Context: an optimization exercise on an open-source flow, tuned for small area, a short achievable clock period and few clock cycles. The choices shown serve that exercise and are no tape-out recipe.
Function was checked by simulation only, so behaviour that the tests miss may differ from the original.

==> design/flow/config.mk <==
export PLATFORM = sky130hd
export DESIGN_NAME = fenc
export DESIGN_NICKNAME = fenc
export VERILOG_FILES = /design/flow/design.v
export SDC_FILE = /design/flow/constraint.sdc
export NUM_CORES = 4
export LEC_CHECK = 0
export CAP_MARGIN = 20
export CORE_MARGIN = 2
export CORE_UTILIZATION = 40
export SLEW_MARGIN = 20
==> design/flow/constraint.sdc <==
create_clock -name core_clock -period 20.0 [get_ports {clk}]
set_input_delay 4.0000 -clock core_clock [delete_from_list [all_inputs] [get_ports {clk}]]
set_output_delay 4.0000 -clock core_clock [all_outputs]
set_load 0.01 [all_outputs]
==> design/flow/design.v <==
module fenc_crc8 (
    input  wire [7:0] crc_in,
    input  wire [7:0] data,
    output wire [7:0] crc_out
);
    wire [7:0] s [0:8];
    assign s[0] = crc_in ^ data;
    genvar i;
    generate
        for (i = 0; i < 8; i = i + 1) begin : g_step
            assign s[i+1] = s[i][7] ? ({s[i][6:0], 1'b0} ^ 8'hD5) : {s[i][6:0], 1'b0};
        end
    endgenerate
    assign crc_out = s[8];
endmodule
module fenc_clamp #(
    parameter integer W  = 16,
    parameter integer LO = 0,
    parameter integer HI = 2047
) (
    input  wire signed [W-1:0] v,
    output wire        [10:0]  c
);
    localparam signed [W-1:0] LO_W = LO[W-1:0];
    localparam signed [W-1:0] HI_W = HI[W-1:0];
    assign c = (v < LO_W) ? LO_W[10:0] :
               (v > HI_W) ? HI_W[10:0] : v[10:0];
endmodule
module fenc_map (
    input  wire [63:0]  ax,
    input  wire         armed,
    input  wire         proto,         
    input  wire         ord_msp,       
    input  wire         ord_crsf,      
    input  wire [10:0]  aux1off_msp,
    input  wire [10:0]  thrmax_msp,
    input  wire [10:0]  aux1off_crsf,
    input  wire [10:0]  thrmax_crsf,
    output wire [255:0] ch
);
    wire signed [15:0] k_roll  = ax[15:0];
    wire signed [15:0] k_pitch = ax[31:16];
    wire signed [15:0] k_yaw   = ax[47:32];
    wire signed [15:0] k_thr   = ax[63:48];
    wire signed [31:0] ms_roll  = 32'sd1500 + ((k_roll  * 32'sd500)  >>> 12);
    wire signed [31:0] ms_pitch = 32'sd1500 + ((k_pitch * 32'sd500)  >>> 12);
    wire signed [31:0] ms_yaw   = 32'sd1500 + ((k_yaw   * 32'sd500)  >>> 12);
    wire signed [31:0] ms_thr   = 32'sd1000 + ((k_thr   * 32'sd1000) >>> 12);
    wire [10:0] mc_roll, mc_pitch, mc_yaw, mc_thr;
    fenc_clamp #(.W(32), .LO(1000), .HI(2000)) u_mroll  (.v(ms_roll),  .c(mc_roll));
    fenc_clamp #(.W(32), .LO(1000), .HI(2000)) u_mpitch (.v(ms_pitch), .c(mc_pitch));
    fenc_clamp #(.W(32), .LO(1000), .HI(2000)) u_myaw   (.v(ms_yaw),   .c(mc_yaw));
    fenc_clamp #(.W(32), .LO(1000), .HI(2000)) u_mthr   (.v(ms_thr),   .c(mc_thr));
    wire [10:0] mc_thr_cap = (mc_thr < thrmax_msp) ? mc_thr : thrmax_msp;
    wire signed [31:0] cs_roll  = 32'sd992 + ((k_roll  * 32'sd800)  >>> 12);
    wire signed [31:0] cs_pitch = 32'sd992 + ((k_pitch * 32'sd800)  >>> 12);
    wire signed [31:0] cs_yaw   = 32'sd992 + ((k_yaw   * 32'sd800)  >>> 12);
    wire signed [31:0] cs_thr   = 32'sd191 + ((k_thr   * 32'sd1600) >>> 12);
    wire [10:0] cc_roll, cc_pitch, cc_yaw, cc_thr;
    fenc_clamp #(.W(32), .LO(191), .HI(1792)) u_croll  (.v(cs_roll),  .c(cc_roll));
    fenc_clamp #(.W(32), .LO(191), .HI(1792)) u_cpitch (.v(cs_pitch), .c(cc_pitch));
    fenc_clamp #(.W(32), .LO(191), .HI(1792)) u_cyaw   (.v(cs_yaw),   .c(cc_yaw));
    fenc_clamp #(.W(32), .LO(191), .HI(1792)) u_cthr   (.v(cs_thr),   .c(cc_thr));
    wire [10:0] cc_thr_cap = (cc_thr < thrmax_crsf) ? cc_thr : thrmax_crsf;
    wire [10:0] r, p, y, t, a1, aux_off;
    wire        ord;
    assign r   = !armed ? (proto ? 11'd992  : 11'd1500) : (proto ? cc_roll    : mc_roll);
    assign p   = !armed ? (proto ? 11'd992  : 11'd1500) : (proto ? cc_pitch   : mc_pitch);
    assign y   = !armed ? (proto ? 11'd992  : 11'd1500) : (proto ? cc_yaw     : mc_yaw);
    assign t   = !armed ? (proto ? 11'd191  : 11'd1000) : (proto ? cc_thr_cap : mc_thr_cap);
    assign a1  = !armed ? (proto ? aux1off_crsf : aux1off_msp) : (proto ? 11'd1792 : 11'd2000);
    assign aux_off = proto ? 11'd191 : 11'd1000;
    assign ord = proto ? ord_crsf : ord_msp;
    assign ch[15:0]  = {5'd0, r};
    assign ch[31:16] = {5'd0, p};
    assign ch[47:32] = {5'd0, ord ? t : y};
    assign ch[63:48] = {5'd0, ord ? y : t};
    assign ch[79:64] = {5'd0, a1};
    genvar i;
    generate
        for (i = 5; i < 16; i = i + 1) begin : g_aux
            assign ch[16*i +: 16] = {5'd0, aux_off};
        end
    endgenerate
endmodule
module fenc_fmt (
    input  wire [255:0] ch,
    input  wire         proto,
    input  wire         n16,           
    output wire [303:0] fb,
    output wire [5:0]   flen,
    output wire [7:0]   chk            
);
    genvar i;
    wire [10:0]  mc   [0:15];
    wire [255:0] mpay;                 
    generate
        for (i = 0; i < 16; i = i + 1) begin : g_msp
            fenc_clamp #(.W(16), .LO(1000), .HI(2000)) u_clamp (.v(ch[16*i +: 16]), .c(mc[i]));
            assign mpay[16*i +: 16] = {5'd0, mc[i]};
        end
    endgenerate
    wire [7:0] mlen = n16 ? 8'h20 : 8'h10;
    reg  [7:0] msum;
    integer b;
    always @* begin
        msum = mlen ^ 8'hC8;
        for (b = 0; b < 32; b = b + 1)
            if (b < 16 || n16)
                msum = msum ^ mpay[8*b +: 8];
    end
    wire [303:0] mfb8  = {128'd0, msum, mpay[127:0], 8'hC8, mlen, 8'h3C, 8'h4D, 8'h24};
    wire [303:0] mfb16 = {msum, mpay, 8'hC8, mlen, 8'h3C, 8'h4D, 8'h24};
    wire [303:0] mfb   = n16 ? mfb16 : mfb8;
    wire [10:0]  cc [0:15];
    wire [175:0] cpay;                 
    generate
        for (i = 0; i < 16; i = i + 1) begin : g_crsf
            fenc_clamp #(.W(16), .LO(191), .HI(1792)) u_clamp (.v(ch[16*i +: 16]), .c(cc[i]));
            assign cpay[11*i +: 11] = cc[i];
        end
    endgenerate
    wire [7:0] crc [0:22];
    fenc_crc8 u_crc_type (.crc_in(8'h00), .data(8'h16), .crc_out(crc[0]));
    generate
        for (i = 0; i < 22; i = i + 1) begin : g_crc
            fenc_crc8 u_crc (.crc_in(crc[i]), .data(cpay[8*i +: 8]), .crc_out(crc[i+1]));
        end
    endgenerate
    wire [7:0] csum = crc[22];
    wire [303:0] cfb = {96'd0, csum, cpay, 8'h16, 8'h18, 8'hC8};
    assign fb   = proto ? cfb : mfb;
    assign chk  = proto ? csum : msum;
    assign flen = proto ? 6'd26 : (n16 ? 6'd38 : 6'd22);
endmodule
module fenc (
    input  wire        clk,
    input  wire        rst,           
    input  wire        cmd_valid,
    output wire        cmd_ready,
    input  wire [31:0] cmd,
    output wire        rsp_valid,
    output wire        rsp_ok,
    output wire [15:0] rsp_data
);
    localparam [7:0] OP_NOP    = 8'h00, OP_LDAX   = 8'h01, OP_LDCH   = 8'h02,
                     OP_SETARM = 8'h03, OP_CSRW   = 8'h04, OP_CSRR   = 8'h05,
                     OP_RDAX   = 8'h06, OP_RDCH   = 8'h07, OP_RDFB   = 8'h08,
                     OP_POP    = 8'h09, OP_REWIND = 8'h0A, OP_RST    = 8'h0F,
                     OP_XORI   = 8'h10, OP_XORB   = 8'h11, OP_CRCI   = 8'h12,
                     OP_CRCB   = 8'h13, OP_MAPM   = 8'h20, OP_MAPC   = 8'h21,
                     OP_FMTM   = 8'h30, OP_FMTC   = 8'h31, OP_ENC    = 8'h40;
    localparam [3:0] E_ILLEGAL = 4'd1, E_CSR = 4'd2, E_RANGE = 4'd3, E_NOFRAME = 4'd4;
    localparam [1:0] S_IDLE = 2'd0, S_EXEC = 2'd1, S_FMT = 2'd2, S_RESP = 2'd3;
    reg [1:0]   state;
    reg [31:0]  cmd_q;
    reg         fmt_proto;            
    reg         rsp_ok_q;
    reg [15:0]  rsp_data_q;
    reg [63:0]  ax_q;                 
    reg         armed_q;
    reg [255:0] ch_q;                 
    reg [7:0]   xsum_q;
    reg [7:0]   crc_q;
    reg [303:0] fb_q;                 
    reg [5:0]   flen_q;
    reg         fvalid_q;
    reg         fproto_q;
    reg [5:0]   optr_q;
    reg         err_q;
    reg [3:0]   ecode_q;
    reg [3:0]   cfg_q;                
    reg [10:0]  aux1off_msp_q, thrmax_msp_q, aux1off_crsf_q, thrmax_crsf_q;
    assign cmd_ready = (state == S_IDLE) && !rst;
    assign rsp_valid = (state == S_RESP) && !rst;
    assign rsp_ok    = rsp_ok_q;
    assign rsp_data  = rsp_data_q;
    wire [7:0]  op  = cmd_q[31:24];
    wire [7:0]  idx = cmd_q[23:16];
    wire [15:0] imm = cmd_q[15:0];
    wire idx0 = (idx == 8'd0);
    wire imm0 = (imm == 16'd0);
    reg legal;
    always @* begin
        case (op)
            OP_NOP, OP_POP, OP_REWIND, OP_RST, OP_XORI, OP_CRCI,
            OP_MAPM, OP_MAPC, OP_FMTM, OP_FMTC, OP_ENC:
                           legal = idx0 && imm0;
            OP_LDAX:       legal = (idx[7:2] == 6'd0);
            OP_LDCH:       legal = (idx[7:4] == 4'd0);
            OP_SETARM:     legal = idx0 && (imm[15:1] == 15'd0);
            OP_CSRW:       legal = 1'b1;
            OP_CSRR:       legal = imm0;
            OP_RDAX:       legal = (idx[7:2] == 6'd0) && imm0;
            OP_RDCH:       legal = (idx[7:4] == 4'd0) && imm0;
            OP_RDFB:       legal = imm0;
            OP_XORB, OP_CRCB:
                           legal = idx0 && (imm[15:8] == 8'd0);
            default:       legal = 1'b0;
        endcase
    end
    wire csr_rd_ok = (idx <= 8'h05) || (idx >= 8'h08 && idx <= 8'h0B);
    wire csr_wr_ok = (idx == 8'h00) || (idx >= 8'h08 && idx <= 8'h0B);
    reg [15:0] csr_rdata;
    always @* begin
        case (idx)
            8'h00:   csr_rdata = {12'd0, cfg_q};
            8'h01:   csr_rdata = {8'd0, ecode_q, 1'b0, err_q, fproto_q, fvalid_q};
            8'h02:   csr_rdata = {10'd0, flen_q};
            8'h03:   csr_rdata = {10'd0, optr_q};
            8'h04:   csr_rdata = {8'd0, xsum_q};
            8'h05:   csr_rdata = {8'd0, crc_q};
            8'h08:   csr_rdata = {5'd0, aux1off_msp_q};
            8'h09:   csr_rdata = {5'd0, thrmax_msp_q};
            8'h0A:   csr_rdata = {5'd0, aux1off_crsf_q};
            8'h0B:   csr_rdata = {5'd0, thrmax_crsf_q};
            default: csr_rdata = 16'd0;
        endcase
    end
    wire [10:0] imm_msp, imm_crsf;
    fenc_clamp #(.W(16), .LO(1000), .HI(2000)) u_imm_msp  (.v(imm), .c(imm_msp));
    fenc_clamp #(.W(16), .LO(191),  .HI(1792)) u_imm_crsf (.v(imm), .c(imm_crsf));
    wire map_proto = (op == OP_MAPC) || (op == OP_ENC && cfg_q[0]);
    wire [255:0] map_ch;
    fenc_map u_map (
        .ax(ax_q), .armed(armed_q), .proto(map_proto),
        .ord_msp(cfg_q[2]), .ord_crsf(cfg_q[3]),
        .aux1off_msp(aux1off_msp_q), .thrmax_msp(thrmax_msp_q),
        .aux1off_crsf(aux1off_crsf_q), .thrmax_crsf(thrmax_crsf_q),
        .ch(map_ch)
    );
    wire [303:0] fmt_fb;
    wire [5:0]   fmt_flen;
    wire [7:0]   fmt_chk;
    fenc_fmt u_fmt (
        .ch(ch_q), .proto(fmt_proto), .n16(cfg_q[1]),
        .fb(fmt_fb), .flen(fmt_flen), .chk(fmt_chk)
    );
    wire [7:0] crcb_out;
    fenc_crc8 u_crcb (.crc_in(crc_q), .data(imm[7:0]), .crc_out(crcb_out));
    wire [7:0] fb_at_idx  = fb_q[8*idx[5:0]   +: 8];
    wire [7:0] fb_at_optr = fb_q[8*optr_q     +: 8];
    task automatic do_reset;
        begin
            ax_q           <= 64'd0;
            armed_q        <= 1'b0;
            ch_q           <= 256'd0;
            xsum_q         <= 8'd0;
            crc_q          <= 8'd0;
            fb_q           <= 304'd0;
            flen_q         <= 6'd0;
            fvalid_q       <= 1'b0;
            fproto_q       <= 1'b0;
            optr_q         <= 6'd0;
            err_q          <= 1'b0;
            ecode_q        <= 4'd0;
            cfg_q          <= 4'b1000;
            aux1off_msp_q  <= 11'd1000;
            thrmax_msp_q   <= 11'd2000;
            aux1off_crsf_q <= 11'd191;
            thrmax_crsf_q  <= 11'd1792;
        end
    endtask
    task automatic fail(input [3:0] code);
        begin
            if (!err_q) ecode_q <= code;
            err_q      <= 1'b1;
            rsp_ok_q   <= 1'b0;
            rsp_data_q <= 16'd0;
        end
    endtask
    always @(posedge clk) begin
        if (rst) begin
            state      <= S_IDLE;
            cmd_q      <= 32'd0;
            fmt_proto  <= 1'b0;
            rsp_ok_q   <= 1'b0;
            rsp_data_q <= 16'd0;
            do_reset;
        end else begin
            case (state)
                S_IDLE: begin
                    if (cmd_valid) begin
                        cmd_q <= cmd;
                        state <= S_EXEC;
                    end
                end
                S_EXEC: begin
                    rsp_ok_q   <= 1'b1;
                    rsp_data_q <= 16'd0;
                    state      <= S_RESP;
                    if (!legal) begin
                        fail(E_ILLEGAL);
                    end else begin
                        case (op)
                            OP_LDAX:   ax_q[16*idx[1:0] +: 16] <= imm;
                            OP_LDCH:   ch_q[16*idx[3:0] +: 16] <= imm;
                            OP_SETARM: armed_q <= imm[0];
                            OP_CSRW: begin
                                if (!csr_wr_ok) fail(E_CSR);
                                else case (idx)
                                    8'h00: cfg_q          <= imm[3:0];
                                    8'h08: aux1off_msp_q  <= imm_msp;
                                    8'h09: thrmax_msp_q   <= imm_msp;
                                    8'h0A: aux1off_crsf_q <= imm_crsf;
                                    default: thrmax_crsf_q <= imm_crsf;
                                endcase
                            end
                            OP_CSRR: begin
                                if (!csr_rd_ok) fail(E_CSR);
                                else rsp_data_q <= csr_rdata;
                            end
                            OP_RDAX:   rsp_data_q <= ax_q[16*idx[1:0] +: 16];
                            OP_RDCH:   rsp_data_q <= ch_q[16*idx[3:0] +: 16];
                            OP_RDFB: begin
                                if (!fvalid_q)                 fail(E_NOFRAME);
                                else if ({2'b00, flen_q} <= idx) fail(E_RANGE);
                                else rsp_data_q <= {8'd0, fb_at_idx};
                            end
                            OP_POP: begin
                                if (!fvalid_q)              fail(E_NOFRAME);
                                else if (optr_q == flen_q)  fail(E_RANGE);
                                else begin
                                    rsp_data_q <= {8'd0, fb_at_optr};
                                    optr_q     <= optr_q + 6'd1;
                                end
                            end
                            OP_REWIND: optr_q <= 6'd0;
                            OP_RST:    do_reset;
                            OP_XORI:   xsum_q <= 8'd0;
                            OP_XORB:   xsum_q <= xsum_q ^ imm[7:0];
                            OP_CRCI:   crc_q  <= 8'd0;
                            OP_CRCB:   crc_q  <= crcb_out;
                            OP_MAPM, OP_MAPC: ch_q <= map_ch;
                            OP_FMTM, OP_FMTC: begin
                                fmt_proto <= op[0];
                                state     <= S_FMT;
                            end
                            OP_ENC: begin
                                ch_q      <= map_ch;
                                fmt_proto <= cfg_q[0];
                                state     <= S_FMT;
                            end
                            default: ;   
                        endcase
                    end
                end
                S_FMT: begin
                    fb_q     <= fmt_fb;
                    flen_q   <= fmt_flen;
                    optr_q   <= 6'd0;
                    fvalid_q <= 1'b1;
                    fproto_q <= fmt_proto;
                    if (fmt_proto) crc_q  <= fmt_chk;
                    else           xsum_q <= fmt_chk;
                    state    <= S_RESP;
                end
                default: begin   
                    state <= S_IDLE;
                end
            endcase
        end
    end
endmodule
==> design/flow/run.sh <==
#!/bin/bash
# synth_recipe.tcl (not shown) runs the flow's synth.tcl, then flattens the netlist and writes it again
# the make line also repeats each setting of config.mk as NAME=value (left out here)
make -C /OpenROAD-flow-scripts/flow DESIGN_CONFIG=/design/flow/config.mk WORK_HOME=/design/flow/orfs CLKGATE_MAP_FILE= SYNTH_SCRIPT=/design/flow/synth_recipe.tcl finish
==> impl_metrics.yaml <==
clock_network:
  clk_path_buf_depth: 3
  post_cts_buffers: 0
  cts_resized: 0
  cts_tree: "built"
  htree_levels: 3
  numCtsBuffers: 86
  holdBufCountCts: 0
  cts.sinks: 702
  clk_latency_ps: 760
  path_clk_slew_ps: 60
  cts-root-buf: "clkbuf_16"
global_route:
  grt_pass1_wl_mm: 464
  antenna_found_initial: 25
  grt_pass1_vias: 63200
  grt_max_degree: 207
  grt.total_usage_pct: 35.5
  grt_overflow: 0
placed_design:
  hpwl_mm: 247
  port_buffers: 53
  gp_congestion: 1.06
  place_ws_ps: 5540
die:
  die_w_um: 424
  dieArea_um2: 179000
  initial_core_util_pct: 40.1
  num_rows: 154
  design.core.area_um2: 176000
  die_h_um: 424
  io_pins: 54
sta:
  fin_tns_setup_ps: 0
  timing.fmax_mhz: 68.0
  worst_clock_skew_ps: 71.5
  maxSlewHeadroom_pct: 8.92
  drv_slew: 0
  worstMarginPinSlew_ps: 1370
  hold_violations: 0
  rsz0062_at_grt: "no"
  period_share_pct: 73.5
  finalSetupViolCount: 0
  fin_crit_ps: 14710
  final.setup.worst_slack_ps: 5290
synth:
  synth_area_leaders: "dfxtp_1, fa_1, ha_1, mux4_2, xnor2_1"
  yosysMostFrequentCell: "nor2_1"
  syn_area_um2: 70400
  avgSynthCellArea_um2: 8.37
  synth_top_area_share_pct: 20.0
  syn_nets: 9132
  synthCells: 8413
  ys_types: 95
  synth_edf_count: 0
  ys_seq_area_share_pct: 20.0
  synth_warnings: 3
  async_reset_ff_share_pct: 0
  ys.flop_type: "dfxtp_1"
  synthTopCellsByCount: "nor2_1, a21oi_1, dfxtp_1"
  ys_seq_elements: 702
  yosys.area.top_type: "dfxtp_1"
final_layout:
  area_growth_pct: 7.72
  final_nets: 8794
  layout-drive-gt1-share_pct: 8.05
  n_fill_cell: 17500
  regArea_um2: 14100
  multiInputGateArea_um2: 52300
hold_path:
  hold_class: "register to register"
route:
  drtAntennaViolNets: 0
  avgViaCountPerCell: 6.37
  drtIter0Drc: 9643
  drc: 0
  wire_per_inst_um: 31.2
  drt_first_pass_iters: 7
  drt-total-wl_mm: 327
  vias: 66800
worst_setup_path:
  crit_path_start_kind: "register"
  slowest_stage: "dfxtp_1"
  cpPeakStageDelay_ps: 800
  crit_arrival_ps: 15300
  cp_max_fo: 13
  endpoint_kind: "register"
  crit_type: "register to register"
  cp_common_cell: "xnor3_1"
  critPathRequiredTime_ps: 20590
  timing.reg2reg.setup_slack_ps: 5290
flow_run:
  maxCapViolCount: 0
status:
  outcome: "timing/DRC/antenna clean"
worst max-delay path: cells and delay by family (launching register included):
| kind | cells | cell delay [ps] |
|---|---|---|
| XOR/XNOR | 25 | 11050 |
| AO/OA/AOI/OAI | 6 | 2250 |
| flip-flops | 1 | 800 |
| AND/OR/NAND/NOR | 2 | 440 |
state kept, by name, summed over array words and instances, names as in the netlist, 2 cells and up:
name,flops
aux1off_crsf_q,11
aux1off_msp_q,11
ax_q,64
cfg_q,4
ch_q,256
cmd_q,32
crc_q,8
ecode_q,3
fb_q,253
flen_q,2
optr_q,6
rsp_data_q,16
state,2
thrmax_crsf_q,11
thrmax_msp_q,11
xsum_q,8
final timing paths:
check,start,endpoint,cells after the start
hold reg to reg,fb_q[61]$_SDFFE_PP0P_,fb_q[61]$_SDFFE_PP0P_,2
hold / removal,fb_q[61]$_SDFFE_PP0P_,fb_q[61]$_SDFFE_PP0P_,2
setup / recovery,ch_q[7]$_SDFFE_PP0P_,crc_q[6]$_SDFFE_PP0P_,33
setup reg to reg,ch_q[7]$_SDFFE_PP0P_,crc_q[6]$_SDFFE_PP0P_,33
cell usage in the layout (no fill, tap or decap), types with 46 or more instances in the layout:
master	count
xnor2_1	494
nor2b_1	81
a211oi_1	59
clkdlybuf4s50_1	52
o211ai_1	128
a22oi_1	247
nand2b_1	61
a21oi_1	784
nand2_1	646
nor2_1	972
ha_1	400
xor2_1	249
dfxtp_1	693
nor3_1	237
and3_1	56
xnor3_1	148
clkbuf_16	87
inv_1	505
mux4_2	214
o21a_1	46
o21ai_0	367
nand3_1	201
nand4_1	54
fa_1	283
buf_4	148
mux2i_1	91
cell families after synthesis:
family	Yosys count	share of synthesized area, %
fa+ha+maj	684	15.2
mux	320	8.38
compound gates	2062	18.2
flops	702	20.0
buf+inv	1142	6.11
xor+xnor	951	15.8
simple gates	2552	16.4
per-layer routing:
metal / part of all wire, % / global-route usage (%)
met1: 38 / 44.5
met2: 42 / 52.8
met3: 12 / 9.71
met4: 8.3 / 24.7
met5: 0.037 / 0
through the flow:
stage / utilization (%) / instance area (um^2) / instances / hold slack [ps]
CTS: 43.2 / 75800 / 10500 / 461
global placement: 41.5 / 72800 / 10300 / 445
floorplan: - / 70400 / 8413 / 436
finish: 43.2 / 75900 / 10500 / 463
detailed placement: 41.5 / 72900 / 10300 / 454
global route: 43.2 / 75800 / 10500 / 482
cell type report:
| class | instances | share of cell area [%] |
|---|---|---|
| multi-input cells | 6569 | 68.9 |
| clock inverters | 29 | 0.612 |
| inverters | 510 | 2.52 |
| well taps | 2340 | 3.86 |
| repair buffers | 206 | 2.29 |
| diodes | 12 | 0.0396 |
| flip-flops and latches | 702 | 18.6 |
| clock buffers | 121 | 3.25 |
Testbench counts, summed over its fixed seeds: cycles 866,841.

what the ideal ports hide:
The results above use ideal ports. As a check the final layout listed here was re-extracted and re-timed, cells and wires unchanged. Step 1 assumes that a clkbuf_16 drives the clock port and a buf_2 every other input. Step 2 also shifts input and output timing later by t, the mid clock arrival at the registers, as if the neighbouring blocks saw the same clock. Three values: ideal, step 1, step 2; two values: the first two.
t (ns): 0.801
setup slack, ns: 5.293 / 5.293 / 5.293
worst slew at a driven data input, ns: 0.05
After both steps setup and hold are still met in this run. For this run, drivers alone change the setup slack by 0.000 ns; drivers and shift together by 0.000 ns.
